This is an optimization exercise on Yosys and OpenROAD, whose aim is a short achievable clock period and few clock cycles, not a production implementation. In this exercise RTL edits were held to simulation tests only and were not proved equivalent to the original. Power figures rest on the tool's default switching activity, not on a simulated workload.

## design/flow/design.v

```verilog
module cpusim_core (
    input  wire        clk,
    input  wire        rst,         
    output wire        mem_re,
    output wire [9:0]  mem_raddr,
    input  wire [31:0] mem_rdata,
    output wire        mem_we,
    output wire [9:0]  mem_waddr,
    output wire [31:0] mem_wdata,
    output wire        out_valid,
    output wire [1:0]  out_reg,
    output wire [31:0] out_data,
    output wire        halted,
    output wire [2:0]  fault,
    input  wire [2:0]  dbg_sel,
    output reg  [31:0] dbg_data
);
    localparam [2:0] F_NONE = 3'd0, F_OOB = 3'd1, F_REG = 3'd2, F_DIV0 = 3'd3, F_OPC = 3'd4;
    localparam [7:0] OP_ADD = 8'h00, OP_SUB = 8'h01, OP_MUL = 8'h02, OP_DIV = 8'h03,
                     OP_AND = 8'h04, OP_OR  = 8'h05, OP_XOR = 8'h06, OP_NOT = 8'h07,
                     OP_SHL = 8'h08, OP_SHR = 8'h09,
                     OP_LOAD = 8'h10, OP_STORE = 8'h11, OP_JUMP = 8'h12, OP_JZ = 8'h13,
                     OP_JNZ = 8'h14, OP_CALL = 8'h15, OP_RET = 8'h16, OP_PUSH = 8'h17,
                     OP_POP = 8'h18, OP_HALT = 8'h19, OP_OUT = 8'h1A;
    localparam [1:0] DV_SETUP = 2'd0, DV_ITER = 2'd1, DV_WB = 2'd2;
    reg        halted_r;
    reg [2:0]  fault_r;
    reg [31:0] x [0:3];
    reg [9:0]  sp;              
    reg        flag_z, flag_n, flag_o;
    reg [31:0] fa;
    reg        d_valid;
    reg [31:0] d_pc;
    reg        d_oob;           
    reg        e_valid;
    reg [31:0] e_pc;            
    reg [1:0]  e_rd;
    reg [31:0] e_s1, e_s2;      
    reg [31:0] e_wd;            
    reg [9:0]  e_wa;            
    reg [2:0]  e_fpre;          
    reg        e_ok;            
    reg        e_add, e_sub, e_mul, e_div, e_and, e_or, e_xor, e_not, e_shl, e_shr,
               e_load, e_store, e_jump, e_jz, e_jnz, e_call, e_ret, e_push, e_pop,
               e_halt, e_out;
    reg        e_miss;          
    reg        e_ph;            
    reg        e_dquick;        
    reg        e_dqv;           
    reg [31:0] m_a, m_b;
    reg        e_mq;            
    reg [1:0]  m_sm;            
    reg [31:0] m_big;           
    reg [31:0] dv_a, dv_b;
    reg [1:0]  dv_st;
    reg [3:0]  dv_n;            
    reg [31:0] dv_rem, dv_q;
    reg [32:0] dv_ab;           
    reg [34:0] dv_m3, dv_m5, dv_m7;
    reg [63:0] bt_v;            
    reg [63:0] bt_r;            
    reg [7:0]  bt_t [0:63];     
    reg [8:0]  ras [0:3];       
    reg [1:0]  ras_p;           
    reg [3:0]  c_v;
    reg [5:0]  c_tag [0:3];
    reg [31:0] c_dat [0:3];
    wire e_act = e_valid & ~halted_r;
    wire [31:0] add_r = e_s1 + e_s2;
    wire [31:0] sub_r = e_s1 - e_s2;
    wire add_o = (~e_s1[31] & ~e_s2[31] & add_r[31]) | (e_s1[31] & e_s2[31] & ~add_r[31]);
    wire sub_o = (~e_s1[31] & e_s2[31] & sub_r[31]) | (e_s1[31] & ~e_s2[31] & ~sub_r[31]);
    wire add_z = ((e_s1 ^ e_s2) == {(e_s1[30:0] | e_s2[30:0]), 1'b0});
    wire sub_z = (e_s1 == e_s2);
    wire m_go = 1'b1;
    reg  [31:0] m_r0, m_r1, m_r2, m_r3;
    wire [31:0] mpp0 = m_b[0] ? (m_a << 0) : 32'd0;
    wire [31:0] mpp1 = m_b[1] ? (m_a << 1) : 32'd0;
    wire [31:0] mpp2 = m_b[2] ? (m_a << 2) : 32'd0;
    wire [31:0] mpp3 = m_b[3] ? (m_a << 3) : 32'd0;
    wire [31:0] mpp4 = m_b[4] ? (m_a << 4) : 32'd0;
    wire [31:0] mpp5 = m_b[5] ? (m_a << 5) : 32'd0;
    wire [31:0] mpp6 = m_b[6] ? (m_a << 6) : 32'd0;
    wire [31:0] mpp7 = m_b[7] ? (m_a << 7) : 32'd0;
    wire [31:0] mpp8 = m_b[8] ? (m_a << 8) : 32'd0;
    wire [31:0] mpp9 = m_b[9] ? (m_a << 9) : 32'd0;
    wire [31:0] mpp10 = m_b[10] ? (m_a << 10) : 32'd0;
    wire [31:0] mpp11 = m_b[11] ? (m_a << 11) : 32'd0;
    wire [31:0] mpp12 = m_b[12] ? (m_a << 12) : 32'd0;
    wire [31:0] mpp13 = m_b[13] ? (m_a << 13) : 32'd0;
    wire [31:0] mpp14 = m_b[14] ? (m_a << 14) : 32'd0;
    wire [31:0] mpp15 = m_b[15] ? (m_a << 15) : 32'd0;
    wire [31:0] mpp16 = m_b[16] ? (m_a << 16) : 32'd0;
    wire [31:0] mpp17 = m_b[17] ? (m_a << 17) : 32'd0;
    wire [31:0] mpp18 = m_b[18] ? (m_a << 18) : 32'd0;
    wire [31:0] mpp19 = m_b[19] ? (m_a << 19) : 32'd0;
    wire [31:0] mpp20 = m_b[20] ? (m_a << 20) : 32'd0;
    wire [31:0] mpp21 = m_b[21] ? (m_a << 21) : 32'd0;
    wire [31:0] mpp22 = m_b[22] ? (m_a << 22) : 32'd0;
    wire [31:0] mpp23 = m_b[23] ? (m_a << 23) : 32'd0;
    wire [31:0] mpp24 = m_b[24] ? (m_a << 24) : 32'd0;
    wire [31:0] mpp25 = m_b[25] ? (m_a << 25) : 32'd0;
    wire [31:0] mpp26 = m_b[26] ? (m_a << 26) : 32'd0;
    wire [31:0] mpp27 = m_b[27] ? (m_a << 27) : 32'd0;
    wire [31:0] mpp28 = m_b[28] ? (m_a << 28) : 32'd0;
    wire [31:0] mpp29 = m_b[29] ? (m_a << 29) : 32'd0;
    wire [31:0] mpp30 = m_b[30] ? (m_a << 30) : 32'd0;
    wire [31:0] mpp31 = m_b[31] ? (m_a << 31) : 32'd0;
    wire [31:0] ml0_s0 = mpp0 ^ mpp1 ^ mpp2;
    wire [31:0] ml0_c1 = {((mpp0[30:0] & mpp1[30:0]) | (mpp0[30:0] & mpp2[30:0]) | (mpp1[30:0] & mpp2[30:0])), 1'b0};
    wire [31:0] ml0_s2 = mpp3 ^ mpp4 ^ mpp5;
    wire [31:0] ml0_c3 = {((mpp3[30:0] & mpp4[30:0]) | (mpp3[30:0] & mpp5[30:0]) | (mpp4[30:0] & mpp5[30:0])), 1'b0};
    wire [31:0] ml0_s4 = mpp6 ^ mpp7 ^ mpp8;
    wire [31:0] ml0_c5 = {((mpp6[30:0] & mpp7[30:0]) | (mpp6[30:0] & mpp8[30:0]) | (mpp7[30:0] & mpp8[30:0])), 1'b0};
    wire [31:0] ml0_s6 = mpp9 ^ mpp10 ^ mpp11;
    wire [31:0] ml0_c7 = {((mpp9[30:0] & mpp10[30:0]) | (mpp9[30:0] & mpp11[30:0]) | (mpp10[30:0] & mpp11[30:0])), 1'b0};
    wire [31:0] ml0_s8 = mpp12 ^ mpp13 ^ mpp14;
    wire [31:0] ml0_c9 = {((mpp12[30:0] & mpp13[30:0]) | (mpp12[30:0] & mpp14[30:0]) | (mpp13[30:0] & mpp14[30:0])), 1'b0};
    wire [31:0] ml0_s10 = mpp15 ^ mpp16 ^ mpp17;
    wire [31:0] ml0_c11 = {((mpp15[30:0] & mpp16[30:0]) | (mpp15[30:0] & mpp17[30:0]) | (mpp16[30:0] & mpp17[30:0])), 1'b0};
    wire [31:0] ml0_s12 = mpp18 ^ mpp19 ^ mpp20;
    wire [31:0] ml0_c13 = {((mpp18[30:0] & mpp19[30:0]) | (mpp18[30:0] & mpp20[30:0]) | (mpp19[30:0] & mpp20[30:0])), 1'b0};
    wire [31:0] ml0_s14 = mpp21 ^ mpp22 ^ mpp23;
    wire [31:0] ml0_c15 = {((mpp21[30:0] & mpp22[30:0]) | (mpp21[30:0] & mpp23[30:0]) | (mpp22[30:0] & mpp23[30:0])), 1'b0};
    wire [31:0] ml0_s16 = mpp24 ^ mpp25 ^ mpp26;
    wire [31:0] ml0_c17 = {((mpp24[30:0] & mpp25[30:0]) | (mpp24[30:0] & mpp26[30:0]) | (mpp25[30:0] & mpp26[30:0])), 1'b0};
    wire [31:0] ml0_s18 = mpp27 ^ mpp28 ^ mpp29;
    wire [31:0] ml0_c19 = {((mpp27[30:0] & mpp28[30:0]) | (mpp27[30:0] & mpp29[30:0]) | (mpp28[30:0] & mpp29[30:0])), 1'b0};
    wire [31:0] ml1_s0 = ml0_s0 ^ ml0_c1 ^ ml0_s2;
    wire [31:0] ml1_c1 = {((ml0_s0[30:0] & ml0_c1[30:0]) | (ml0_s0[30:0] & ml0_s2[30:0]) | (ml0_c1[30:0] & ml0_s2[30:0])), 1'b0};
    wire [31:0] ml1_s2 = ml0_c3 ^ ml0_s4 ^ ml0_c5;
    wire [31:0] ml1_c3 = {((ml0_c3[30:0] & ml0_s4[30:0]) | (ml0_c3[30:0] & ml0_c5[30:0]) | (ml0_s4[30:0] & ml0_c5[30:0])), 1'b0};
    wire [31:0] ml1_s4 = ml0_s6 ^ ml0_c7 ^ ml0_s8;
    wire [31:0] ml1_c5 = {((ml0_s6[30:0] & ml0_c7[30:0]) | (ml0_s6[30:0] & ml0_s8[30:0]) | (ml0_c7[30:0] & ml0_s8[30:0])), 1'b0};
    wire [31:0] ml1_s6 = ml0_c9 ^ ml0_s10 ^ ml0_c11;
    wire [31:0] ml1_c7 = {((ml0_c9[30:0] & ml0_s10[30:0]) | (ml0_c9[30:0] & ml0_c11[30:0]) | (ml0_s10[30:0] & ml0_c11[30:0])), 1'b0};
    wire [31:0] ml1_s8 = ml0_s12 ^ ml0_c13 ^ ml0_s14;
    wire [31:0] ml1_c9 = {((ml0_s12[30:0] & ml0_c13[30:0]) | (ml0_s12[30:0] & ml0_s14[30:0]) | (ml0_c13[30:0] & ml0_s14[30:0])), 1'b0};
    wire [31:0] ml1_s10 = ml0_c15 ^ ml0_s16 ^ ml0_c17;
    wire [31:0] ml1_c11 = {((ml0_c15[30:0] & ml0_s16[30:0]) | (ml0_c15[30:0] & ml0_c17[30:0]) | (ml0_s16[30:0] & ml0_c17[30:0])), 1'b0};
    wire [31:0] ml1_s12 = ml0_s18 ^ ml0_c19 ^ mpp30;
    wire [31:0] ml1_c13 = {((ml0_s18[30:0] & ml0_c19[30:0]) | (ml0_s18[30:0] & mpp30[30:0]) | (ml0_c19[30:0] & mpp30[30:0])), 1'b0};
    wire [31:0] ml2_s0 = ml1_s0 ^ ml1_c1 ^ ml1_s2;
    wire [31:0] ml2_c1 = {((ml1_s0[30:0] & ml1_c1[30:0]) | (ml1_s0[30:0] & ml1_s2[30:0]) | (ml1_c1[30:0] & ml1_s2[30:0])), 1'b0};
    wire [31:0] ml2_s2 = ml1_c3 ^ ml1_s4 ^ ml1_c5;
    wire [31:0] ml2_c3 = {((ml1_c3[30:0] & ml1_s4[30:0]) | (ml1_c3[30:0] & ml1_c5[30:0]) | (ml1_s4[30:0] & ml1_c5[30:0])), 1'b0};
    wire [31:0] ml2_s4 = ml1_s6 ^ ml1_c7 ^ ml1_s8;
    wire [31:0] ml2_c5 = {((ml1_s6[30:0] & ml1_c7[30:0]) | (ml1_s6[30:0] & ml1_s8[30:0]) | (ml1_c7[30:0] & ml1_s8[30:0])), 1'b0};
    wire [31:0] ml2_s6 = ml1_c9 ^ ml1_s10 ^ ml1_c11;
    wire [31:0] ml2_c7 = {((ml1_c9[30:0] & ml1_s10[30:0]) | (ml1_c9[30:0] & ml1_c11[30:0]) | (ml1_s10[30:0] & ml1_c11[30:0])), 1'b0};
    wire [31:0] ml2_s8 = ml1_s12 ^ ml1_c13 ^ mpp31;
    wire [31:0] ml2_c9 = {((ml1_s12[30:0] & ml1_c13[30:0]) | (ml1_s12[30:0] & mpp31[30:0]) | (ml1_c13[30:0] & mpp31[30:0])), 1'b0};
    wire [31:0] ml3_s0 = ml2_s0 ^ ml2_c1 ^ ml2_s2;
    wire [31:0] ml3_c1 = {((ml2_s0[30:0] & ml2_c1[30:0]) | (ml2_s0[30:0] & ml2_s2[30:0]) | (ml2_c1[30:0] & ml2_s2[30:0])), 1'b0};
    wire [31:0] ml3_s2 = ml2_c3 ^ ml2_s4 ^ ml2_c5;
    wire [31:0] ml3_c3 = {((ml2_c3[30:0] & ml2_s4[30:0]) | (ml2_c3[30:0] & ml2_c5[30:0]) | (ml2_s4[30:0] & ml2_c5[30:0])), 1'b0};
    wire [31:0] ml3_s4 = ml2_s6 ^ ml2_c7 ^ ml2_s8;
    wire [31:0] ml3_c5 = {((ml2_s6[30:0] & ml2_c7[30:0]) | (ml2_s6[30:0] & ml2_s8[30:0]) | (ml2_c7[30:0] & ml2_s8[30:0])), 1'b0};
    wire [31:0] ml4_s0 = ml3_s0 ^ ml3_c1 ^ ml3_s2;
    wire [31:0] ml4_c1 = {((ml3_s0[30:0] & ml3_c1[30:0]) | (ml3_s0[30:0] & ml3_s2[30:0]) | (ml3_c1[30:0] & ml3_s2[30:0])), 1'b0};
    wire [31:0] ml4_s2 = ml3_c3 ^ ml3_s4 ^ ml3_c5;
    wire [31:0] ml4_c3 = {((ml3_c3[30:0] & ml3_s4[30:0]) | (ml3_c3[30:0] & ml3_c5[30:0]) | (ml3_s4[30:0] & ml3_c5[30:0])), 1'b0};
    wire [31:0] ml5_s0 = ml4_s0 ^ ml4_c1 ^ ml4_s2;
    wire [31:0] ml5_c1 = {((ml4_s0[30:0] & ml4_c1[30:0]) | (ml4_s0[30:0] & ml4_s2[30:0]) | (ml4_c1[30:0] & ml4_s2[30:0])), 1'b0};
    wire [31:0] m_n0 = ml5_s0;
    wire [31:0] m_n1 = ml5_c1;
    wire [31:0] m_n2 = ml4_c3;
    wire [31:0] m_n3 = ml2_c9;
    wire [31:0] ml6_s0 = m_r0 ^ m_r1 ^ m_r2;
    wire [31:0] ml6_c1 = {((m_r0[30:0] & m_r1[30:0]) | (m_r0[30:0] & m_r2[30:0]) | (m_r1[30:0] & m_r2[30:0])), 1'b0};
    wire [31:0] ml7_s0 = ml6_s0 ^ ml6_c1 ^ m_r3;
    wire [31:0] ml7_c1 = {((ml6_s0[30:0] & ml6_c1[30:0]) | (ml6_s0[30:0] & m_r3[30:0]) | (ml6_c1[30:0] & m_r3[30:0])), 1'b0};
    wire [31:0] m_fa = ml7_s0;
    wire [31:0] m_fb = ml7_c1;
    always @(posedge clk) if (m_go) begin
        m_r0 <= m_n0;
        m_r1 <= m_n1;
        m_r2 <= m_n2;
        m_r3 <= m_n3;
    end
    wire [31:0] mul_r = m_fa + m_fb;
    wire [31:0] mul_q = m_sm[1] ? ((m_sm[0] ? m_big : 32'd0) + {m_big[30:0], 1'b0}) :
                                  (m_sm[0] ? m_big : 32'd0);
    function [4:0] msb32(input [31:0] v);      
        integer i;
        reg [31:0] above;
        begin
            above[31] = 1'b0;
            for (i = 30; i >= 0; i = i - 1)
                above[i] = above[i + 1] | v[i + 1];
            msb32 = 5'd0;
            for (i = 0; i < 32; i = i + 1)
                if (v[i] & ~above[i])
                    msb32 = msb32 | i[4:0];
        end
    endfunction
    wire        dv_lt1 = (dv_a < dv_b);
    wire        dv_lt2 = ({1'b0, dv_a} < {dv_b, 1'b0});
    wire [4:0]  dv_dz = msb32(dv_a) - msb32(dv_b);
    reg  [3:0]  dv_s;
    always @(*) begin
        case (dv_dz)
            5'd0, 5'd1, 5'd2:    dv_s = 4'd0;
            5'd3, 5'd4, 5'd5:    dv_s = 4'd1;
            5'd6, 5'd7, 5'd8:    dv_s = 4'd2;
            5'd9, 5'd10, 5'd11:  dv_s = 4'd3;
            5'd12, 5'd13, 5'd14: dv_s = 4'd4;
            5'd15, 5'd16, 5'd17: dv_s = 4'd5;
            5'd18, 5'd19, 5'd20: dv_s = 4'd6;
            5'd21, 5'd22, 5'd23: dv_s = 4'd7;
            5'd24, 5'd25, 5'd26: dv_s = 4'd8;
            5'd27, 5'd28, 5'd29: dv_s = 4'd9;
            default:             dv_s = 4'd10;
        endcase
    end
    reg  [31:0] dv_rem0;
    reg  [32:0] dv_ab0;
    always @(*) begin
        case (dv_s)
            4'd0:    begin dv_rem0 = dv_a >> 3;  dv_ab0 = {dv_a[2:0],  30'd0}; end
            4'd1:    begin dv_rem0 = dv_a >> 6;  dv_ab0 = {dv_a[5:0],  27'd0}; end
            4'd2:    begin dv_rem0 = dv_a >> 9;  dv_ab0 = {dv_a[8:0],  24'd0}; end
            4'd3:    begin dv_rem0 = dv_a >> 12; dv_ab0 = {dv_a[11:0], 21'd0}; end
            4'd4:    begin dv_rem0 = dv_a >> 15; dv_ab0 = {dv_a[14:0], 18'd0}; end
            4'd5:    begin dv_rem0 = dv_a >> 18; dv_ab0 = {dv_a[17:0], 15'd0}; end
            4'd6:    begin dv_rem0 = dv_a >> 21; dv_ab0 = {dv_a[20:0], 12'd0}; end
            4'd7:    begin dv_rem0 = dv_a >> 24; dv_ab0 = {dv_a[23:0], 9'd0};  end
            4'd8:    begin dv_rem0 = dv_a >> 27; dv_ab0 = {dv_a[26:0], 6'd0};  end
            4'd9:    begin dv_rem0 = dv_a >> 30; dv_ab0 = {dv_a[29:0], 3'd0};  end
            default: begin dv_rem0 = 32'd0;      dv_ab0 = {1'b0, dv_a};        end
        endcase
    end
    wire [34:0] dv_x  = {dv_rem, dv_ab[32:30]};
    wire [34:0] dv_b1 = {3'd0, dv_b};
    wire [34:0] dv_b2 = {2'd0, dv_b, 1'b0};
    wire [34:0] dv_b4 = {1'd0, dv_b, 2'b0};
    wire [35:0] dv_d1 = {1'b0, dv_x} - {1'b0, dv_b1};
    wire [35:0] dv_d2 = {1'b0, dv_x} - {1'b0, dv_b2};
    wire [35:0] dv_d3 = {1'b0, dv_x} - {1'b0, dv_m3};
    wire [35:0] dv_d4 = {1'b0, dv_x} - {1'b0, dv_b4};
    wire [35:0] dv_d5 = {1'b0, dv_x} - {1'b0, dv_m5};
    wire [35:0] dv_d6 = {1'b0, dv_x} - {1'b0, dv_m3[33:0], 1'b0};
    wire [35:0] dv_d7 = {1'b0, dv_x} - {1'b0, dv_m7};
    reg  [2:0]  dv_q3;
    reg  [31:0] dv_rn;
    always @(*) begin
        if (!dv_d7[35])      begin dv_q3 = 3'd7; dv_rn = dv_d7[31:0]; end
        else if (!dv_d6[35]) begin dv_q3 = 3'd6; dv_rn = dv_d6[31:0]; end
        else if (!dv_d5[35]) begin dv_q3 = 3'd5; dv_rn = dv_d5[31:0]; end
        else if (!dv_d4[35]) begin dv_q3 = 3'd4; dv_rn = dv_d4[31:0]; end
        else if (!dv_d3[35]) begin dv_q3 = 3'd3; dv_rn = dv_d3[31:0]; end
        else if (!dv_d2[35]) begin dv_q3 = 3'd2; dv_rn = dv_d2[31:0]; end
        else if (!dv_d1[35]) begin dv_q3 = 3'd1; dv_rn = dv_d1[31:0]; end
        else                 begin dv_q3 = 3'd0; dv_rn = dv_x[31:0];  end
    end
    wire div0   = e_div & (dv_b == 32'd0);
    wire st_oob = e_store & ((|e_s1[31:10]) | (&e_s1[9:2] & |e_s1[1:0]));
    wire [2:0] e_fcode = ~e_ok  ? e_fpre :
                         div0   ? F_DIV0 :
                         st_oob ? F_OOB  : F_NONE;
    wire e_halt_now = e_act & (~e_ok | div0 | st_oob | e_halt);
    wire e_stall = e_act & ((e_mul & ~e_mq & ~e_ph) |
                            (e_div & (dv_st != DV_WB) & ~((dv_st == DV_SETUP) & e_dquick)) |
                            (e_miss & ~e_ph));
    wire e_done  = e_act & ~e_stall;
    wire e_free  = ~e_act | e_done;
    wire e_wrins = e_add | e_sub | e_mul | e_div | e_and | e_or | e_xor | e_not |
                   e_shl | e_shr | e_load | e_pop;
    wire e_wrb   = e_done & e_wrins;                  
    wire e_early = e_load | (e_pop & ~e_miss);        
    reg [31:0] e_res;
    always @(*) begin
        e_res = 32'd0;
        if (e_add)  e_res = e_res | add_r;
        if (e_sub)  e_res = e_res | sub_r;
        if (e_and)  e_res = e_res | (e_s1 & e_s2);
        if (e_or)   e_res = e_res | (e_s1 | e_s2);
        if (e_xor)  e_res = e_res | (e_s1 ^ e_s2);
        if (e_not)  e_res = e_res | ~e_s1;
        if (e_shl)  e_res = e_res | (e_s1 << e_s2[4:0]);
        if (e_shr)  e_res = e_res | (e_s1 >> e_s2[4:0]);
        if (e_early) e_res = e_res | e_s1;
        if (e_pop & e_miss) e_res = e_res | mem_rdata;
        if (e_mul)  e_res = e_res | (e_mq ? mul_q : mul_r);
        if (e_div)  e_res = e_res | (e_dquick ? {31'd0, e_dqv} : dv_q);
    end
    wire [31:0] e_pc4   = e_pc + 32'd4;
    wire [31:0] p_next  = d_valid ? d_pc : fa;
    wire e_taken = e_jump | e_call | (e_ret & ~e_miss) | (e_jz & flag_z) | (e_jnz & ~flag_z);
    wire e_self  = (e_s1 == e_pc);                    
    wire [31:0] e_next = (e_taken & ~e_self) ? e_s1 : e_pc4;
    wire e_wrong = (e_taken & ~e_self) ? (e_s1 != p_next) : (e_pc4 != p_next);
    wire st_code = e_store & (e_s1[9:0] < 10'h103);   
    wire e_redir = e_done & ((e_miss & e_ph) | st_code | e_wrong);
    wire [31:0] e_tgt = (e_miss & e_ret) ? ((mem_rdata == e_pc) ? e_pc4 : mem_rdata) : e_next;
    wire e_pushlike = e_act & (e_push | e_call);
    wire e_poplike  = e_act & (e_pop | e_ret);
    wire [31:0] ins = mem_rdata;
    wire [7:0] opc = ins[31:24];
    wire [7:0] op0 = ins[23:16];
    wire [7:0] op1 = ins[15:8];
    wire [7:0] op2 = ins[7:0];
    wire i_add = opc == OP_ADD,  i_sub = opc == OP_SUB,  i_mul = opc == OP_MUL;
    wire i_div = opc == OP_DIV,  i_and = opc == OP_AND,  i_or  = opc == OP_OR;
    wire i_xor = opc == OP_XOR,  i_not = opc == OP_NOT,  i_shl = opc == OP_SHL;
    wire i_shr = opc == OP_SHR,  i_load = opc == OP_LOAD, i_store = opc == OP_STORE;
    wire i_jump = opc == OP_JUMP, i_jz = opc == OP_JZ,   i_jnz = opc == OP_JNZ;
    wire i_call = opc == OP_CALL, i_ret = opc == OP_RET, i_push = opc == OP_PUSH;
    wire i_pop = opc == OP_POP,  i_halt = opc == OP_HALT, i_out = opc == OP_OUT;
    wire i_alu3  = (opc <= OP_SHR) && (opc != OP_NOT);
    wire i_valid = (opc <= OP_SHR) || ((opc >= OP_LOAD) && (opc <= OP_OUT));
    wire bad0 = |op0[7:2];
    wire bad1 = |op1[7:2];
    wire bad2 = |op2[7:2];
    wire use0 = i_alu3 | i_not | i_load | i_store | i_call | i_push | i_pop | i_out;
    wire use1 = i_alu3 | i_not | i_store;
    wire use2 = i_alu3;
    wire badreg = (use0 & bad0) | (use1 & bad1) | (use2 & bad2);
    wire hit0 = e_wrb && e_rd == op0[1:0];
    wire hit1 = e_wrb && e_rd == op1[1:0];
    wire hit2 = e_wrb && e_rd == op2[1:0];
    wire [31:0] r0v = hit0 ? e_res : x[op0[1:0]];
    wire [31:0] r1v = hit1 ? e_res : x[op1[1:0]];
    wire [31:0] r2v = hit2 ? e_res : x[op2[1:0]];
    wire [31:0] r1e = hit1 ? e_s1 : x[op1[1:0]];
    wire [31:0] r2e = hit2 ? e_s1 : x[op2[1:0]];
    wire late1 = hit1 & ~e_early;
    wire late2 = hit2 & ~e_early;
    wire late12 = late1 | late2;
    wire dq_lt1 = (r1e < r2e);
    wire dq_lt2 = ({1'b0, r1e} < {r2e, 1'b0});
    wire d_dquick = ~late12 & dq_lt2;
    wire mq2 = ~late2 & ~|r2e[31:2];
    wire mq1 = ~late1 & ~|r1e[31:2];
    wire [9:0] sp_spec = e_pushlike ? sp - 10'd4 : e_poplike ? sp + 10'd4 : sp;
    wire [7:0] tw  = sp_spec[9:2];
    wire [1:0] tix = tw[1:0];
    wire [9:0] sa  = e_s1[9:0];
    wire [7:0] sa1 = sa[9:2] + 8'd1;
    wire st_ovl = e_act & e_store & ((sa[9:2] == tw) | ((sa[1:0] != 2'd0) & (sa1 == tw)));
    wire top_hit = e_pushlike | (c_v[tix] & (c_tag[tix] == tw[7:2]) & ~st_ovl);
    wire [31:0] top = e_pushlike ? e_wd : c_dat[tix];
    wire sp_full  = (sp_spec == 10'h200);
    wire sp_empty = (sp_spec == 10'h300);
    reg [2:0] d_fault;
    always @(*) begin
        d_fault = F_NONE;
        if (d_oob)                                    d_fault = F_OOB;
        else if (!i_valid)                            d_fault = F_OPC;
        else if (badreg)                              d_fault = F_REG;
        else if ((i_call | i_push) & sp_full)         d_fault = F_OOB;
        else if ((i_ret | i_pop) & sp_empty)          d_fault = F_OOB;
    end
    wire [31:0] r0e = hit0 ? e_s1 : x[op0[1:0]];
    wire late0 = hit0 & ~e_early;
    wire fa_seq = (fa == d_pc + 32'd4);
    wire [7:0] pc4_8 = d_pc[7:0] + 8'd4;
    wire d_j_imm = (i_jump | ((i_jz | i_jnz) & (op0 < d_pc[7:0]))) & (op0 != pc4_8);
    wire d_j_call = i_call & ~late0;
    wire d_sredir = d_valid & ~d_oob & fa_seq & (d_j_imm | d_j_call | i_ret);
    wire [31:0] d_stgt = i_call ? r0e : i_ret ? {23'd0, ras[ras_p]} : {24'd0, op0};
    wire [5:0]  fix  = fa[7:2];
    wire        f_in = ~|fa[31:8];
    wire [31:0] f_pred = (f_in & bt_v[fix]) ?
                         (bt_r[fix] ? {23'd0, ras[ras_p]} : {24'd0, bt_t[fix]}) :
                         fa + 32'd4;
    wire st_read = e_act & e_miss & ~e_ph;                    
    assign mem_re    = 1'b1;
    assign mem_raddr = st_read ? sp : (e_stall ? d_pc[9:0] : fa[9:0]);
    assign mem_we    = e_act & (e_store | e_push | e_call) & e_ok & ~st_oob;
    assign mem_waddr = e_wa;
    assign mem_wdata = e_wd;
    assign out_valid = e_act & e_out & e_ok;
    assign out_reg   = e_rd;
    assign out_data  = e_wd;
    assign halted = halted_r | (e_act & (~e_ok | e_halt));
    assign fault  = halted_r ? fault_r : (e_ok ? F_NONE : e_fpre);
    always @(*)
        dbg_data = ({32{dbg_sel == 3'd0}} & x[0]) |
                   ({32{dbg_sel == 3'd1}} & x[1]) |
                   ({32{dbg_sel == 3'd2}} & x[2]) |
                   ({32{dbg_sel == 3'd3}} & x[3]) |
                   ({32{dbg_sel == 3'd4}} & e_pc) |
                   ({32{dbg_sel == 3'd5}} & {22'd0, sp}) |
                   ({32{dbg_sel == 3'd6}} & {29'd0, flag_o, flag_n, flag_z}) |
                   ({32{dbg_sel == 3'd7}} & 32'h0000_0300);
    wire e_commit = e_done & e_ok;
    wire e_take = e_free & ~e_redir;                  
    wire f_go   = ~st_read & ~e_redir & ~e_stall;     
    integer i;
    always @(posedge clk) begin
        if (rst) begin
            halted_r <= 1'b0;
            fault_r  <= F_NONE;
            x[0] <= 32'd0;
            x[1] <= 32'd0;
            x[2] <= 32'd0;
            x[3] <= 32'd0;
            sp <= 10'h300;
            flag_z <= 1'b0;
            flag_n <= 1'b0;
            flag_o <= 1'b0;
            fa <= 32'd0;
            d_valid <= 1'b0;
            e_valid <= 1'b0;
            e_ph <= 1'b0;
            dv_st <= DV_SETUP;
            c_v <= 4'd0;
            bt_v <= 64'd0;
            ras_p <= 2'd0;
            for (i = 0; i < 4; i = i + 1)
                ras[i] <= 9'd0;
        end else if (!halted_r) begin
            if (e_halt_now) begin
                halted_r <= 1'b1;
                fault_r  <= e_fcode;
            end
            if (e_commit) begin
                if (e_wrins)
                    x[e_rd] <= e_res;
                if (e_add | e_sub) begin
                    flag_z <= e_add ? add_z : sub_z;
                    flag_n <= e_res[31];
                    flag_o <= e_add ? add_o : sub_o;
                end
                if (e_push | e_call) begin
                    sp <= sp - 10'd4;
                    c_v[e_wa[3:2]] <= 1'b1;
                end
                if (e_pop | e_ret)
                    sp <= sp + 10'd4;
                bt_v[e_pc[7:2]] <= e_ret | (e_taken & ~e_self & ~|e_s1[31:8]);
                if (e_call) begin
                    ras[ras_p + 2'd1] <= e_pc4[8:0];
                    ras_p <= ras_p + 2'd1;
                end else if (e_ret)
                    ras_p <= ras_p - 2'd1;
            end
            if (e_act & e_store)
                for (i = 0; i < 4; i = i + 1)
                    if ((c_tag[i] == sa[9:4] && i[1:0] == sa[3:2]) ||
                        (sa[1:0] != 2'd0 && c_tag[i] == sa1[7:2] && i[1:0] == sa1[1:0]))
                        c_v[i] <= 1'b0;
            if (e_act)
                e_ph <= ((e_mul & ~e_mq) | e_miss) & ~e_ph;
            if (e_act & e_div) begin
                case (dv_st)
                    DV_SETUP: if (!e_dquick) dv_st <= dv_lt2 ? DV_WB : DV_ITER;
                    DV_ITER:  if (dv_n == 4'd0) dv_st <= DV_WB;
                    default:  dv_st <= DV_SETUP;
                endcase
            end
            if (e_redir)
                e_valid <= 1'b0;
            else if (e_free)
                e_valid <= d_valid;
            if (st_read) begin
                d_valid <= 1'b0;
            end else if (e_redir) begin
                fa      <= e_tgt;
                d_valid <= 1'b0;
            end else if (!e_stall) begin
                d_valid <= ~d_sredir;
                fa      <= d_sredir ? d_stgt : f_pred;
            end
        end
    end
    always @(posedge clk) begin
        if (e_commit & (e_push | e_call)) begin
            c_tag[e_wa[3:2]] <= e_wa[9:4];
            c_dat[e_wa[3:2]] <= e_wd;
        end
        if (e_commit) begin
            bt_r[e_pc[7:2]] <= e_ret;
            bt_t[e_pc[7:2]] <= e_s1[7:0];
        end
        if (e_act & e_div) begin
            case (dv_st)
                DV_SETUP: begin
                    dv_q   <= {31'd0, dv_lt2 & ~dv_lt1};    
                    dv_n   <= dv_s;
                    dv_rem <= dv_rem0;
                    dv_ab  <= dv_ab0;
                    dv_m3  <= {3'd0, dv_b} + {2'd0, dv_b, 1'b0};
                    dv_m5  <= {3'd0, dv_b} + {1'd0, dv_b, 2'b0};
                    dv_m7  <= {dv_b, 3'b0} - {3'd0, dv_b};
                end
                DV_ITER: begin
                    dv_rem <= dv_rn;
                    dv_ab  <= {dv_ab[29:0], 3'b000};
                    dv_q   <= {dv_q[28:0], dv_q3};
                    dv_n   <= dv_n - 4'd1;
                end
                default: ;
            endcase
        end
        if (e_take & ~e_halt_now & ~halted_r)
            e_pc <= d_pc;                             
        if (e_take) begin
            e_rd     <= op0[1:0];
            e_fpre   <= d_fault;
            e_ok     <= (d_fault == F_NONE);
            e_add <= i_add & ~d_oob;  e_sub <= i_sub & ~d_oob;
            e_mul <= i_mul & ~d_oob;  e_div <= i_div & ~d_oob;
            e_and <= i_and & ~d_oob;  e_or  <= i_or  & ~d_oob;
            e_xor <= i_xor & ~d_oob;  e_not <= i_not & ~d_oob;
            e_shl <= i_shl & ~d_oob;  e_shr <= i_shr & ~d_oob;
            e_load <= i_load & ~d_oob; e_store <= i_store & ~d_oob;
            e_jump <= i_jump & ~d_oob; e_jz <= i_jz & ~d_oob;
            e_jnz <= i_jnz & ~d_oob;
            e_call <= i_call & ~d_oob; e_ret <= i_ret & ~d_oob;
            e_push <= i_push & ~d_oob; e_pop <= i_pop & ~d_oob;
            e_halt <= i_halt & ~d_oob; e_out <= i_out & ~d_oob;
            e_miss <= (i_pop | i_ret) & ~top_hit & ~d_oob;
            e_s1 <= (i_load | i_jump | i_jz | i_jnz) ? {24'd0, (i_load ? op1 : op0)} :
                    (i_pop | i_ret) ? top : i_call ? r0v : r1v;
            e_s2 <= r2v;
            e_wd <= i_call ? d_pc : r0v;
            e_wa <= i_store ? r1v[9:0] : sp_spec - 10'd4;
            e_dquick <= d_dquick;
            e_dqv    <= ~dq_lt1;
            e_mq <= mq1 | mq2;
            if (i_mul) begin
                m_a <= r1v;
                m_b <= r2v;
                m_sm  <= mq2 ? r2e[1:0] : r1e[1:0];
                m_big <= mq2 ? r1v : r2v;
            end
            if (i_div) begin
                dv_a <= r1v;
                dv_b <= r2v;
            end
        end
        if (f_go) begin
            d_pc  <= fa;
            d_oob <= |fa[31:8];
        end
    end
endmodule
```

## design/flow/run.sh

```bash
#!/bin/bash
# synth_recipe.tcl (not shown) runs the flow's synth.tcl, then flattens the netlist and writes it again
# the make line also repeats each setting of config.mk as NAME=value (left out here)
make -C /OpenROAD-flow-scripts/flow DESIGN_CONFIG=/design/flow/config.mk WORK_HOME=/design/flow/orfs CLKGATE_MAP_FILE= SYNTH_SCRIPT=/design/flow/synth_recipe.tcl finish
```

## design/flow/config.mk

```make
export PLATFORM = sky130hd
export DESIGN_NAME = cpusim_core
export DESIGN_NICKNAME = cpusim_core
export VERILOG_FILES = /design/flow/design.v
export SDC_FILE = /design/flow/constraint.sdc
export NUM_CORES = 4
export LEC_CHECK = 0
export ABC_CLOCK_PERIOD_IN_PS = 4000
export CAP_MARGIN = 20
export CORE_MARGIN = 2
export CORE_UTILIZATION = 40
export SETUP_SLACK_MARGIN = 5
export SLEW_MARGIN = 20
```

## design/flow/constraint.sdc

```tcl
create_clock -name core_clock -period 10.0 [get_ports {clk}]
set_input_delay 2.0000 -clock core_clock [delete_from_list [all_inputs] [get_ports {clk}]]
set_output_delay 2.0000 -clock core_clock [all_outputs]
set_load 0.01 [all_outputs]
```

==> notes.md, run 1 <==
- Outcome: finished clean
- # setup viols final: 0
- CTS tree: yes
- Routed via count: 110000
- DIE AREA: 318000 um2
- Async S/R FF share, synth: 0%
- Fin area: 147000 um2
- Pre-CTS setup slack: 3.17 ns
- Reg-to-reg startpoint: dv_a[27]
- R2R Setup Slk: 4.67 ns
- Syn Std Cell Area: 125000 um2
- Clock Sinks: 1656
- #FFs+latches synth: 1656
- RSZ-0062 raised after global routing: true
- Hold Vio Cnt, Final: 0
- Worst slew pin tran: 1.32 ns
- Starting DRT DRC Count: 15500
- Ys Warns: 1
- Largest stage delay, worst path: 0.26 ns
- Synth top area cells: edfxtp_1 (35%), ha_1 (7.4%), fa_1 (6.8%)
- CP Launch Type: input pin
- Max_cap viols: 0
- Detailed Place HPWL: 427 mm
- Cells after Synth: 12100
- CP max FO: 5
- Final Util: 47.1%
- Number of synthesized flops with an enable pin: 1458
- Top_reg_cell synth: edfxtp_1
- HP Class: register to register
- Drt pass-1 iters: 10
- Final max-slew violation count: 0
- Count leader, synth: edfxtp_1
- H-tree levels: 4
- Setup TNS Final: 0 ns
- Synth Net Count: 13300
- Initial Util: 40.2%
- Antenna Nets Post-Route: 0
- Clock period minus final worst setup slack: 5.37 ns
- Yosys cell types: 97
- Slew margin rel.: 11.9%
- Area added between synthesis and finish: 17.0%
- Hold Crit Depth: 2
- CTS buffer count: 196
- I/O Pins: 162
- IO Port Bufs: 160
- Worst r2r path cells: 21
- Initial antenna violation count: 75
- Power per Cell Area: 258 nW/um2
- Final GP Congestion: 1.05
- Final Cycle Share: 53.7%
- Fin worst setup slack: 4.63 ns
- Share of the synthesized area in the top cell type: 34.9%
- Synth Area per Inst: 10.4 um2
- Most numerous cell on the critical path: buf_12
- Synth area leader: edfxtp_1
- WS Path Type: input pin to primary output
- Maximum clock rate: 186 MHz
- WL per Instance: 35.7 um
- Post-synth top cells: edfxtp_1 (1458), nand2_1 (892), nor2_1 (870), inv_1 (757), ha_1 (741)
- Root Driver: clkbuf_16
- Reg2reg end: dv_rem[6]
- CP cell instances: buf_12, buf_12, nor2b_4, buf_6, buf_16, buf_12, a22oi_2, o22ai_2, buf_2
- Hold wc startpoint: bt_v[55]
- Nets: 13600
- DIE HEIGHT: 564 um
- Vias per Instance: 6.54
- DRC: 0
- Clock Skew: 0.113 ns
- CP Data Arrival Time: 3.37 ns
- Endpoint class of the critical path: primary output
- # rows: 205
- Total global-route track usage: 36.5%
- Routed wire length: 599 mm
- Cell Area, Placed: 133000 um2
- Worst-Skew Late Latency: 0.95 ns
- Share of cells above drive strength 1: 16.9%
- Slowest stage cell, crit path: o22ai_2
- Core ar.: 312000 um2
- Grt ovf: 0
- Final Total Pwr: 37.9 mW
- Largest net degree at the start of global routing: 105
- WP data required: 8.00 ns
- Static Leak: 56.0 nW
- Clock tree buffer depth: 4
- Worst VDD drop: 0.000242 V
- Seq/Total Area, Yosys: 38.1%
- Hold EP: bt_v[55]
- First-pass GRT wire length: 824 mm
- Die Span X: 564 um
- Clock transition at path regs: 0.06 ns
- Vias in the first global route: 105000
[worst max-delay path: cells and delay by family]
kind	cells	cell delay, ns
compound gates	2	0.33
buf+inv	6	0.84
simple gates	1	0.19
[power by group]
part | switching, mW | internal, mW | total [mW]
Sequential | 1.17 | 8.77 | 9.94
Clock | 3.27 | 4.35 | 7.62
Combinational | 13.7 | 6.57 | 20.3
Total | 18.2 | 19.7 | 37.9
[cell type report]
cell class / instances / area, um2
inverters: 764 / 2970
clock inverters: 128 / 1560
repair buffers: 911 / 9300
fillers: 28700 / 165000
clock buffers: 232 / 5140
well taps: 4140 / 5180
diodes: 59 / 148
flip-flops and latches: 1656 / 47800
multi-input cells: 8907 / 74800
[what timing repair did]
action,CTS,global route
hold buffers,0,0
gates resized for setup,733,301
setup buffers,199,132
pin swaps,164,171
gates cloned,30,13
endpoints found under the setup margin,775,653
[how the worst max path moves through the flow]
stage,start,endpoint,slack [ns]
2_1_floorplan,e_s1[2],m_a[0],4.01
3_3_place_gp,mem_rdata[21],m_big[21],2.98
3_5_place_dp,dbg_sel[1],dbg_data[24],3.17
4_1_cts,dv_a[28],dv_rem[1],4.62
5_1_grt,dv_a[31],dv_rem[7],4.45
6_report,dbg_sel[1],dbg_data[31],4.63
[stage by stage]
stage / std cells / hold slack (ns)
after floorplan: 12100 / 0.406
after global placement: 16000 / 0.456
after detailed placement: 16000 / 0.461
after CTS: 16600 / 0.472
after global routing: 16800 / 0.497
final: 16800 / 0.473
[layer usage]
layer / share of wire [%] / vias to the layer above / wire [um] / global-route usage [%]
met3: 11 / 2116 / 65100 / 10.6
met1: 37 / 55000 / 219000 / 44.2
met4: 9.2 / 34 / 55400 / 27.3
met2: 43 / 7433 / 259000 / 55.1
li1: - / 45400 / - / -
met5: 0.073 / - / 439 / 0.670
[sequential cells by signal, summed over array words and instances (netlist names), 34 cells and up, named ones only]
signal	flops
c_dat	128
x	128
dv_m5	34
bt_t	512
bt_r	64
bt_v	64
dv_m7	34
ras	36
[cells by family (layout without fill, tap and decap cells)]
group	Yosys count	after routing	synth area share, %
other	1	60	0.00299
adder cells (fa/ha/maj)	1167	1167	14.2
AND/OR/NAND/NOR	3332	3338	12.9
flip-flops	1656	1656	38.1
multiplexers	658	658	9.11
buffers and inverters	1560	2035	4.84
AO/OA/AOI/OAI	3005	3005	15.7
XOR/XNOR	738	738	5.25
[cells in the final DEF (no fill, tap or decap), types with 91 or more instances in the layout]
| cell | instances |
|---|---|
| edfxtp_1 | 1458 |
| nand2_1 | 866 |
| nor2_1 | 849 |
| inv_1 | 724 |
| ha_1 | 724 |
| a21oi_1 | 685 |
| o21ai_0 | 583 |
| buf_4 | 533 |
| and2_1 | 485 |
| xnor2_1 | 467 |
| fa_1 | 424 |
| mux4_2 | 378 |
| xor2_1 | 253 |
| a21o_1 | 212 |
| clkbuf_16 | 211 |
| dfxtp_1 | 191 |
| a211oi_1 | 183 |
| mux2i_1 | 178 |
| nor3_1 | 167 |
| nand3_1 | 166 |
| nor2b_1 | 127 |
| nand4_1 | 126 |
| a22oi_1 | 117 |
| nand2b_1 | 103 |
| clkdlybuf4s50_1 | 100 |
| buf_6 | 97 |
| o21a_1 | 96 |
| o211ai_1 | 94 |
| mux2_2 | 91 |
Testbench counts, summed over its fixed seeds: cycles 66,220.
==> inputs of run 2 (changes only) <==
--- a/design/flow/design.v
+++ b/design/flow/design.v
@@ -26,6 +26,7 @@
     reg        halted_r;
     reg [2:0]  fault_r;
     reg [31:0] x [0:3];
+    reg [3:0]  x_sm;            
     reg [9:0]  sp;              
     reg        flag_z, flag_n, flag_o;
     reg [31:0] fa;
@@ -330,8 +331,9 @@
     wire dq_lt1 = (r1e < r2e);
     wire dq_lt2 = ({1'b0, r1e} < {r2e, 1'b0});
     wire d_dquick = ~late12 & dq_lt2;
-    wire mq2 = ~late2 & ~|r2e[31:2];
-    wire mq1 = ~late1 & ~|r1e[31:2];
+    wire e_s1_sm = ~|e_s1[31:2];
+    wire mq2 = hit2 ? (e_early & e_s1_sm) : x_sm[op2[1:0]];
+    wire mq1 = hit1 ? (e_early & e_s1_sm) : x_sm[op1[1:0]];
     wire [9:0] sp_spec = e_pushlike ? sp - 10'd4 : e_poplike ? sp + 10'd4 : sp;
     wire [7:0] tw  = sp_spec[9:2];
     wire [1:0] tix = tw[1:0];
@@ -396,6 +398,7 @@
             x[1] <= 32'd0;
             x[2] <= 32'd0;
             x[3] <= 32'd0;
+            x_sm <= 4'hf;
             sp <= 10'h300;
             flag_z <= 1'b0;
             flag_n <= 1'b0;
@@ -416,8 +419,10 @@
                 fault_r  <= e_fcode;
             end
             if (e_commit) begin
-                if (e_wrins)
-                    x[e_rd] <= e_res;
+                if (e_wrins) begin
+                    x[e_rd]    <= e_res;
+                    x_sm[e_rd] <= ~|e_res[31:2];
+                end
                 if (e_add | e_sub) begin
                     flag_z <= e_add ? add_z : sub_z;
                     flag_n <= e_res[31];
--- a/design/flow/config.mk
+++ b/design/flow/config.mk
@@ -8,6 +8,6 @@
 export ABC_CLOCK_PERIOD_IN_PS = 4000
 export CAP_MARGIN = 20
 export CORE_MARGIN = 2
-export CORE_UTILIZATION = 40
+export CORE_UTILIZATION = 50
 export SETUP_SLACK_MARGIN = 5
 export SLEW_MARGIN = 20
==> notes.md, run 2 <==
- Synth area leader: edfxtp_1
- # setup viols final: 0
- Clock power frac: 24.2%
- Fin worst setup slack: 4.62 ns
- Count leader, synth: edfxtp_1
- DIE HEIGHT: 508 um
- Outcome: finished clean
- Seq/Total Area, Yosys: 37.7%
- Comb power frac: 44.8%
- Final Util: 58.2%
- Worst slew pin tran: 1.40 ns
- Clock transition at path regs: 0.06 ns
- Share of cells above drive strength 1: 17.1%
- Final max-slew violation count: 0
- IO Port Bufs: 160
- Worst-Skew Late Latency: 0.94 ns
- Worst hold slack: 0.474 ns
- Number of synthesized flops with an enable pin: 1458
- Sw Share: 43.2%
- Synth top area cells: edfxtp_1 (35%), mux4_2 (7.5%), ha_1 (7.4%)
- M1 GR Usage: 55.7%
- WS Path Type: register to register
- Top Usage Layer GRT: met2
- Slew margin rel.: 6.83%
- Sequential share of power: 31.1%
- CTS buffer count: 187
- WP data required: 10.62 ns
- Starting DRT DRC Count: 16300
- DRC: 0
- WL per Instance: 35.7 um
- Clock period minus final worst setup slack: 5.38 ns
- Detailed Place HPWL: 408 mm
- Routed wire length: 578 mm
- Hold-fix buffers, CTS: 0
- Clock Skew: 0.120 ns
- # rows: 184
- Setup TNS Final: 0 ns
- H-tree levels: 4
- CP Launch Type: register
- Antenna Nets Post-Route: 0
- Die Span X: 508 um
- Endpoint class of the critical path: register
- DIE AREA: 258000 um2
- Final Total Pwr: 29.6 mW
- Worst VDD drop: 0.000207 V
- Power per Cell Area: 202 nW/um2
- Share of the synthesized area in the top cell type: 34.5%
- Vias in the first global route: 107000
- Largest net degree at the start of global routing: 87
- Static Leak: 55.9 nW
- Met2 usage: 63.9%
- Final GP Congestion: 1.12
- Clock tree buffer depth: 3
- Nets: 13800
- Ys Warns: 1
- Total global-route track usage: 43.6%
- CP max FO: 7
- Net switching power: 12.8 mW
- CP Data Arrival Time: 6.00 ns
- Hold Vio Cnt, Final: 0
- Synth Net Count: 13500
- Commonest non-fill, non-tap cell in the layout: edfxtp_1
- Initial antenna violation count: 49
- Root Driver: clkbuf_16
- Maximum clock rate: 186 MHz
- Clock Sinks: 1660
- I/O Pins: 162
- RSZ-0062 raised after global routing: true
- Post-synth top cells: edfxtp_1 (1458), nor2_1 (1011), nand2_1 (958), inv_1 (749), ha_1 (746)
- Drt pass-1 iters: 10
- Top_reg_cell synth: edfxtp_1
- Internal power: 16.8 mW
- Core ar.: 252000 um2
- Syn Std Cell Area: 127000 um2
- M3 GR Usage: 13.7%
- Grt ovf: 0
- CTS tree: yes
- Yosys cell types: 105
- Final Cycle Share: 53.8%
- Synth Area per Inst: 10.3 um2
- Vias per Instance: 6.90
- Cells after Synth: 12300
- Most frequent cells in the layout: edfxtp_1 (1458), nor2_1 (976), nand2_1 (918)
- Largest register FFs: 512
- Routed via count: 112000
- Initial Util: 50.4%
- Async S/R FF share, synth: 0%
- HP Class: register to register
- Pre-CTS setup slack: 3.20 ns
- Max_cap viols: 0
- Area added between synthesis and finish: 15.6%
- #FFs+latches synth: 1660
- First-pass GRT wire length: 804 mm
## run 2: path summary, 6_finish.rpt
| check | cells after the start | start | slack [ns] | end |
|---|---|---|---|---|
| worst min-delay path | 2 | bt_v[10] | 0.47 | bt_v[10] |
| worst max-delay path | 24 | dv_a[29] | 4.62 | dv_rem[9] |
| worst min register to register | 2 | bt_v[10] | 0.47 | bt_v[10] |
| worst max register to register | 24 | dv_a[29] | 4.62 | dv_rem[9] |
## run 2: stage by stage
| stage | cells | area (um2) |
|---|---|---|
| 2_1_floorplan | 12300 | 128000 |
| 3_3_place_gp | 15400 | 133000 |
| 3_5_place_dp | 15400 | 133000 |
| 4_1_cts | 16000 | 144000 |
| 5_1_grt | 16200 | 147000 |
| 6_report | 16200 | 147000 |
## run 2: layout make-up
type                    count  area, um2
clock buffers             241       5050
repair buffers            937       9190
multi-input cells        9097      76100
diodes                     35       87.6
inverters                 757       2980
clock inverters           108       1260
flip-flops and latches   1660      47800
well taps                3348       4190
fillers                 21300     105000
## run 2: logic make-up after synthesis
kind of cell               count (synthesis)  synth area share, %
muxes                                    702                 9.74
and+or+nand+nor                         3695                 14.1
other                                      1              0.00296
xor gates and xnor gates                 704                 4.87
adders and majority gates               1173                 14.1
buffers and inverters                   1574                 4.85
AOI/OAI and AO/OA                       2815                 14.6
DFF                                     1660                 37.7
## run 2: what timing repair did
action                                  CTS  global route
cloned                                   23            26
gates resized for setup                 646           326
pin swaps                               116           107
endpoints found under the hold margin     0             0
endpoints found under the setup margin  760           571
buffers inserted                        226           151
## run 2: layer usage
layer / up-vias / part of all wire, %
met5: - / 0.12
met4: 29 / 7.9
met3: 1976 / 13
met2: 8102 / 42
met1: 55700 / 37
li1: 45900 / -
## run 2: power groups by stage
stage               sequential, mW  combinational (mW)  clock, mW
floorplan                     8.83                6.71          0
global placement              9.34                11.3          0
detailed placement            9.35                11.3          0
CTS                           9.14                12.1       7.19
global route                  9.20                13.4       7.45
finish                        9.19                13.2       7.15
## run 2: worst max-delay path, stage by stage (launching register included)
cell,delay [ns]
edfxtp_1,0.49
nor4_4,0.38
nand3_2,0.16
buf_4,0.16
buf_4,0.12
buf_4,0.12
buf_4,0.13
buf_4,0.13
o22ai_2,0.14
nor3_1,0.08
and3_1,0.18
ha_2,0.18
fa_2,0.36
inv_1,0.07
a21o_1,0.10
a21oi_1,0.06
xnor3_2,0.29
maj3_2,0.34
o211ai_1,0.16
a21o_2,0.31
mux2_4,0.35
a21oi_4,0.20
o32ai_2,0.15
a221o_1,0.28
a21o_1,0.15
Testbench counts of run 2, summed over its fixed seeds: cycles 66,220.

## static timing again, ports no longer ideal
No port has a modelled driver above. Below, the same layouts with a new extraction and two added sets of constraints.
Step 1, drivers: a clkbuf_16 drives clk and a buf_2 each remaining input, both assumed.
Step 2 also shifts input and output timing later by t, the mid clock arrival at the registers, as if the neighbouring blocks saw the same clock.
Slacks: ideal ports / drivers / drivers and shift; pairs: ideal ports / drivers.
run | t (ns) | setup slack, ns | clock arrival spread, ns | slew at the worst register clock pin (ns) | worst slew at a driven data input, ns
run 1 | 1.004 | 4.627 / 4.547 / 3.854 | 0.113 / 0.113 | 0.07 / 0.07 | 0.24
run 2 | 0.997 | 4.623 / 4.569 / 3.864 | 0.125 / 0.126 | 0.07 / 0.07 | 0.31
After both steps every run listed still meets setup and hold. The setup slack of run 1, which loses most, moves by -0.080 ns with the drivers and by -0.773 ns with both steps.
